This design comes from an exercise in tuning for small area on the open sky130 flow, not from production work. The RTL was checked by simulation tests, not by an equivalence proof against the original design. Power is estimated from default activity; no workload was simulated.

==> flow/design.v <==
`default_nettype none
module ledscan (
    input  wire        clk,
    input  wire        rst,
    input  wire        cmd_start,
    input  wire [7:0]  cfg_tiles_x,
    input  wire [7:0]  cfg_tiles_y,
    input  wire        hw_grant,
    input  wire        stop_req,
    input  wire        rx_valid,
    input  wire [7:0]  rx_data,
    input  wire        rx_eof,
    output wire        rx_ready,
    output reg  [4:0]  row_addr,
    output wire [31:0] col_reg,
    output reg         col_stb,
    output reg         lat,
    output reg         oe,
    output reg         pass_done,
    output reg         pub_stb,
    output wire [1:0]  mode,
    output wire        exit_valid,
    output wire [7:0]  exit_code,
    output wire        owned
);
    localparam [2:0] P_SELECT  = 3'd0,
                     P_SHIFT   = 3'd1,
                     P_LATCH   = 3'd2,
                     P_PWM     = 3'd3,    
                     P_ADVANCE = 3'd5,
                     P_RELEASE = 3'd6;
    reg        run, halt;              
    reg  [1:0] ecode;
    reg        two_wide, two_high;
    reg        rx_open;
    reg        ever;
    reg        stop_flag;
    reg        eof_seen;
    reg        got_brt;                
    reg  [8*129-1:0] ring0, ring1;     
    reg  [7:0] zpos;                   
    reg        skip_due;               
    reg        skipping;               
    reg  [7:0] fifo [0:7];             
    reg  [3:0] cnt;                    
    reg  [6:0] haddr;                  
    reg        hbank;                  
    reg  [7:0] brt0, brt1;
    reg        front;
    reg  [2:0] phase;
    reg  [6:0] rptr;                   
    reg        rbank;                  
    reg        rvalid;                 
    reg  [7:0] brt;
    reg  [7:0] pwmcnt;
    reg  [7:0] col;
    assign rx_ready   = rx_open;
    assign mode       = {halt, run};
    assign owned      = run;
    assign exit_valid = halt;
    assign exit_code  = {6'd0, ecode};
    assign col_reg    = {1'b0, col[7], 2'b0, col[6], 4'b0, col[5], 4'b0, col[4],
                         4'b0, col[3], 2'b0, col[2], 2'b0, col[1], 2'b0, col[0], 3'b0};
    wire cfg_ok = (cfg_tiles_x != 8'd0) && (cfg_tiles_y != 8'd0) &&
                  ((cfg_tiles_x == 8'd1 && cfg_tiles_y <= 8'd2) ||
                   (cfg_tiles_x == 8'd2 && cfg_tiles_y == 8'd1));
    wire big = two_wide | two_high;    
    wire ingest_active = run && rx_open;
    wire rx_accept     = ingest_active && !stop_flag && rx_valid;
    wire rx_end        = ingest_active && !stop_flag && !rx_valid && rx_eof;
    wire rx_is_brt     = rx_accept && !got_brt;
    wire rx_is_data    = rx_accept && got_brt;
    wire [7:0] wsum    = {1'b0, haddr} + {4'd0, cnt};
    wire [6:0] wptr    = wsum[6:0];               
    wire rx_is_last    = (wptr[5:0] == 6'h3f) && (wptr[6] || !big);
    wire       skip_go  = skip_due && !skipping && (zpos == 8'd0);
    wire       short    = skipping || skip_go;    
    wire [7:0] zpos_nx  = (zpos == 8'd0) ? (short ? 8'd127 : 8'd128) : zpos - 8'd1;
    wire       short_nx = short && (zpos != 8'd1);
    wire       fifo_any  = (cnt != 4'd0);
    wire       head_ok   = run && (fifo_any || rx_is_data);
    wire [7:0] head_data = fifo_any ? fifo[haddr[2:0]] : rx_data;
    wire [8:0] hsum      = {1'b0, zpos_nx} + {2'b0, haddr};
    wire [7:0] hstage    = (hsum >= (short_nx ? 9'd128 : 9'd129)) ?
                           hsum[7:0] - (short_nx ? 8'd128 : 8'd129) : hsum[7:0];
    wire       hit       = head_ok && (hstage[2:0] == 3'd7);
    wire       pop       = hit && fifo_any;
    wire       push      = rx_is_data && !(hit && !fifo_any);
    wire       hlast     = (haddr[5:0] == 6'h3f) && (haddr[6] || !big);
    reg  [8*129-1:0] ring0_nx, ring1_nx;
    integer k;
    always @* begin
        for (k = 0; k < 129; k = k + 1) begin
            if (k == 128) begin
                ring0_nx[8*k +: 8] = ring0[7:0];
                ring1_nx[8*k +: 8] = ring1[7:0];
            end else if (k == 127) begin
                ring0_nx[8*k +: 8] = short ? ring0[7:0] : ring0[8*128 +: 8];
                ring1_nx[8*k +: 8] = short ? ring1[7:0] : ring1[8*128 +: 8];
            end else begin
                ring0_nx[8*k +: 8] = ring0[8*(k+1) +: 8];
                ring1_nx[8*k +: 8] = ring1[8*(k+1) +: 8];
            end
            if (k % 8 == 7) begin
                ring0_nx[8*k +: 8] = ~ring0_nx[8*k +: 8];
                ring1_nx[8*k +: 8] = ~ring1_nx[8*k +: 8];
                if (hit && hstage[6:3] == k / 8) begin
                    if (!hbank) ring0_nx[8*k +: 8] = (k / 8) % 2 ? ~head_data : head_data;
                    else        ring1_nx[8*k +: 8] = (k / 8) % 2 ? ~head_data : head_data;
                end
            end
        end
    end
    wire [6:0] raddr   = {rptr[6] & big, rptr[5:0]};
    wire       tap65   = rptr[6] & !big;
    wire [7:0] tap_b   = rbank ? (tap65 ? ring1[8*65 +: 8] : ring1[7:0])
                               : (tap65 ? ring0[8*65 +: 8] : ring0[7:0]);
    wire       byp     = (hbank == front) && (rbank == front) && (raddr >= haddr);
    wire [7:0] rd_byte = byp ? fifo[raddr[2:0]] : tap_b;
    wire       row_last = two_wide ? (rptr[2:0] == 3'd7) : (rptr[1:0] == 2'd3);
    wire       pass_end = (rptr[5:0] == 6'd0) && (!rptr[6] || !big);
    always @(posedge clk) begin
        ring0 <= ring0_nx;
        ring1 <= ring1_nx;
        if (push)
            fifo[wptr[2:0]] <= rx_data;
        if (rx_is_brt) begin
            if (front) brt0 <= rx_data;
            else       brt1 <= rx_data;
        end
    end
    always @(posedge clk) begin
        if (rst) begin
            run        <= 1'b0;
            halt       <= 1'b0;
            ecode      <= 2'd0;
            rx_open    <= 1'b0;
            row_addr   <= 5'd0;
            col        <= 8'd0;
            col_stb    <= 1'b0;
            lat        <= 1'b0;
            oe         <= 1'b0;
            pass_done  <= 1'b0;
            pub_stb    <= 1'b0;
        end else begin
            col_stb   <= 1'b0;
            lat       <= 1'b0;
            pass_done <= 1'b0;
            pub_stb   <= 1'b0;
            if (!run && !halt && cmd_start) begin
                if (!cfg_ok) begin
                    halt  <= 1'b1;
                    ecode <= 2'd2;
                end else if (!hw_grant) begin
                    halt  <= 1'b1;
                    ecode <= 2'd3;
                end else begin
                    two_wide  <= (cfg_tiles_x == 8'd2);
                    two_high  <= (cfg_tiles_y == 8'd2);
                    front     <= 1'b0;
                    got_brt   <= 1'b0;
                    ever      <= 1'b0;
                    stop_flag <= 1'b0;
                    eof_seen  <= 1'b0;
                    phase     <= P_SELECT;
                    rptr      <= 7'd0;
                    skip_due  <= 1'b0;
                    skipping  <= 1'b0;
                    zpos      <= 8'd1;
                    cnt       <= 4'd0;
                    haddr     <= 7'd0;
                    hbank     <= 1'b1;
                    run       <= 1'b1;
                    rx_open   <= 1'b1;
                end
            end
            if (run && stop_req)
                stop_flag <= 1'b1;
            if (ingest_active && stop_flag)
                rx_open <= 1'b0;
            if (rx_end) begin
                eof_seen  <= 1'b1;
                stop_flag <= 1'b1;
                rx_open   <= 1'b0;
            end
            if (rx_is_brt)
                got_brt <= 1'b1;
            if (rx_is_data && rx_is_last) begin
                front   <= ~front;
                got_brt <= 1'b0;
                ever    <= 1'b1;
                pub_stb <= 1'b1;
            end
            if (run) begin
                zpos     <= zpos_nx;
                skipping <= short_nx;
                if (skip_go)
                    skip_due <= 1'b0;
                cnt <= cnt + {3'd0, push} - {3'd0, pop};
                if (hit) begin
                    haddr <= hlast ? 7'd0 : haddr + 7'd1;
                    if (hlast)
                        hbank <= ~hbank;
                end
            end
            if (run) begin
                case (phase)
                    P_SELECT: begin
                        row_addr <= two_wide ? {1'b0, rptr[6:3]} : {rptr[6] & two_high, rptr[5:2]};
                        rbank    <= front;
                        rvalid   <= ever;
                        brt      <= ever ? (front ? brt1 : brt0) : 8'd0;
                        phase    <= P_SHIFT;
                    end
                    P_SHIFT: begin
                        col     <= rvalid ? rd_byte : 8'd0;
                        col_stb <= 1'b1;
                        rptr    <= rptr + 7'd1;
                        if (rptr == 7'd127)
                            skip_due <= 1'b1;
                        if (row_last)
                            phase <= P_LATCH;
                    end
                    P_LATCH: begin
                        lat    <= 1'b1;
                        pwmcnt <= 8'd0;
                        phase  <= P_PWM;
                    end
                    P_PWM: begin
                        oe     <= (pwmcnt < brt);
                        pwmcnt <= pwmcnt + 8'd1;
                        if (pwmcnt == 8'd254)
                            phase <= P_ADVANCE;
                    end
                    P_ADVANCE: begin
                        oe <= 1'b0;
                        if (pass_end) begin
                            pass_done <= 1'b1;
                            phase     <= stop_flag ? P_RELEASE : P_SELECT;
                        end else begin
                            phase <= P_SELECT;
                        end
                    end
                    P_RELEASE: begin
                        row_addr <= 5'd0;
                        col      <= 8'd0;
                        oe       <= 1'b0;
                        rx_open  <= 1'b0;
                        run      <= 1'b0;
                        halt     <= 1'b1;
                        ecode    <= (eof_seen && !ever) ? 2'd1 : 2'd0;
                    end
                    default: ;
                endcase
            end
        end
    end
endmodule
`default_nettype wire
==> flow/config.mk <==
export PLATFORM = sky130hd
export DESIGN_NAME = ledscan
export DESIGN_NICKNAME = ledscan
export VERILOG_FILES = /design/flow/design.v
export SDC_FILE = /design/flow/constraint.sdc
export NUM_CORES = 4
export LEC_CHECK = 0
export CAP_MARGIN = 20
export CORE_MARGIN = 2
export CORE_UTILIZATION = 30
export CTS_CLUSTER_DIAMETER = 100
export CTS_CLUSTER_SIZE = 30
export SLEW_MARGIN = 20
==> flow/constraint.sdc <==
create_clock -name core_clock -period 10.0 [get_ports {clk}]
set_input_delay 2.0000 -clock core_clock [delete_from_list [all_inputs] [get_ports {clk}]]
set_output_delay 2.0000 -clock core_clock [all_outputs]
set_load 0.01 [all_outputs]
run.sh (not shown) runs the stock make flow with config.mk's settings and CLKGATE_MAP_FILE= SYNTH_SCRIPT=/design/flow/synth_recipe.tcl, a recipe that flattens the netlist after the stock synthesis.
The first run went through all stages and came out clean.
==> next run, changes <==
--- a/flow/design.v
+++ b/flow/design.v
@@ -43,4 +43,5 @@
     reg        skipping;               
     reg  [7:0] fifo [0:7];             
+    reg  [2:0] rp;                     
     reg  [3:0] cnt;                    
     reg  [6:0] haddr;                  
@@ -71,6 +72,5 @@
     wire rx_is_brt     = rx_accept && !got_brt;
     wire rx_is_data    = rx_accept && got_brt;
-    wire [7:0] wsum    = {1'b0, haddr} + {4'd0, cnt};
-    wire [6:0] wptr    = wsum[6:0];               
+    wire [6:0] wptr    = haddr + {3'd0, cnt};    
     wire rx_is_last    = (wptr[5:0] == 6'h3f) && (wptr[6] || !big);
     wire       skip_go  = skip_due && !skipping && (zpos == 8'd0);
@@ -80,5 +80,5 @@
     wire       fifo_any  = (cnt != 4'd0);
     wire       head_ok   = run && (fifo_any || rx_is_data);
-    wire [7:0] head_data = fifo_any ? fifo[haddr[2:0]] : rx_data;
+    wire [7:0] head_data = fifo_any ? fifo[rp] : rx_data;
     wire [8:0] hsum      = {1'b0, zpos_nx} + {2'b0, haddr};
     wire [7:0] hstage    = (hsum >= (short_nx ? 9'd128 : 9'd129)) ?
@@ -102,11 +102,7 @@
                 ring1_nx[8*k +: 8] = ring1[8*(k+1) +: 8];
             end
-            if (k % 8 == 7) begin
-                ring0_nx[8*k +: 8] = ~ring0_nx[8*k +: 8];
-                ring1_nx[8*k +: 8] = ~ring1_nx[8*k +: 8];
-                if (hit && hstage[6:3] == k / 8) begin
-                    if (!hbank) ring0_nx[8*k +: 8] = (k / 8) % 2 ? ~head_data : head_data;
-                    else        ring1_nx[8*k +: 8] = (k / 8) % 2 ? ~head_data : head_data;
-                end
+            if (k % 8 == 7 && hit && hstage[6:3] == k / 8) begin
+                if (!hbank) ring0_nx[8*k +: 8] = head_data;
+                else        ring1_nx[8*k +: 8] = head_data;
             end
         end
@@ -116,6 +112,7 @@
     wire [7:0] tap_b   = rbank ? (tap65 ? ring1[8*65 +: 8] : ring1[7:0])
                                : (tap65 ? ring0[8*65 +: 8] : ring0[7:0]);
-    wire       byp     = (hbank == front) && (rbank == front) && (raddr >= haddr);
-    wire [7:0] rd_byte = byp ? fifo[raddr[2:0]] : tap_b;
+    wire [7:0] rdiff   = {1'b0, raddr} - {1'b0, haddr};
+    wire       byp     = (hbank == rbank) && !rdiff[7] && ({1'b0, rdiff[6:0]} < {4'd0, cnt});
+    wire [7:0] rd_byte = byp ? fifo[rp + rdiff[2:0]] : tap_b;
     wire       row_last = two_wide ? (rptr[2:0] == 3'd7) : (rptr[1:0] == 2'd3);
     wire       pass_end = (rptr[5:0] == 6'd0) && (!rptr[6] || !big);
@@ -124,5 +121,5 @@
         ring1 <= ring1_nx;
         if (push)
-            fifo[wptr[2:0]] <= rx_data;
+            fifo[rp + cnt[2:0]] <= rx_data;
         if (rx_is_brt) begin
             if (front) brt0 <= rx_data;
@@ -198,4 +195,6 @@
                     skip_due <= 1'b0;
                 cnt <= cnt + {3'd0, push} - {3'd0, pop};
+                if (pop)
+                    rp <= rp + 3'd1;
                 if (hit) begin
                     haddr <= hlast ? 7'd0 : haddr + 7'd1;
After rerunning: Maximum frequency increases by 7.5%; first-iteration DRC count rises by 5.0%; die area goes up by 0.77%; design area rises by 0.45%; synthesized area goes up by 0.77%; hold slack loses 3.5 ps; non-clock buffer count stays the same; clock power goes down by about 2%; cell count stays flat; worst setup slack improved by 480 ps; sequential power hardly moves.

afterwards: timing with drivers on the ports:
No port has a modelled driver above. Below, the same layouts with a new extraction and two added sets of constraints. Step 1 (the two cells are an assumption about what drives the block):
set clk [get_ports {clk}]
set_driving_cell -lib_cell sky130_fd_sc_hd__clkbuf_16 $clk
set_driving_cell -lib_cell sky130_fd_sc_hd__buf_2 [delete_from_list [all_inputs] $clk]
Step 2 also shifts input and output timing later by t, the mid clock arrival at the registers, as if the neighbouring blocks saw the same clock. a / b / c = no drivers / after step 1 / after step 2; a / b = the first two.
| run | shift t [ns] | slack for setup (ns) | slew at the worst register clock pin (ns) | worst data-port slew with drivers (ns) | pins driven straight from the clock port |
|---|---|---|---|---|---|
| the first run | 0.770 | 3.178 / 3.178 / 3.178 | 0.12 / 0.12 | 0.06 | 1 |
| the second run | 0.764 | 3.654 / 3.654 / 3.654 | 0.12 / 0.12 | 0.04 | 1 |
After both steps every run listed still meets setup and hold.
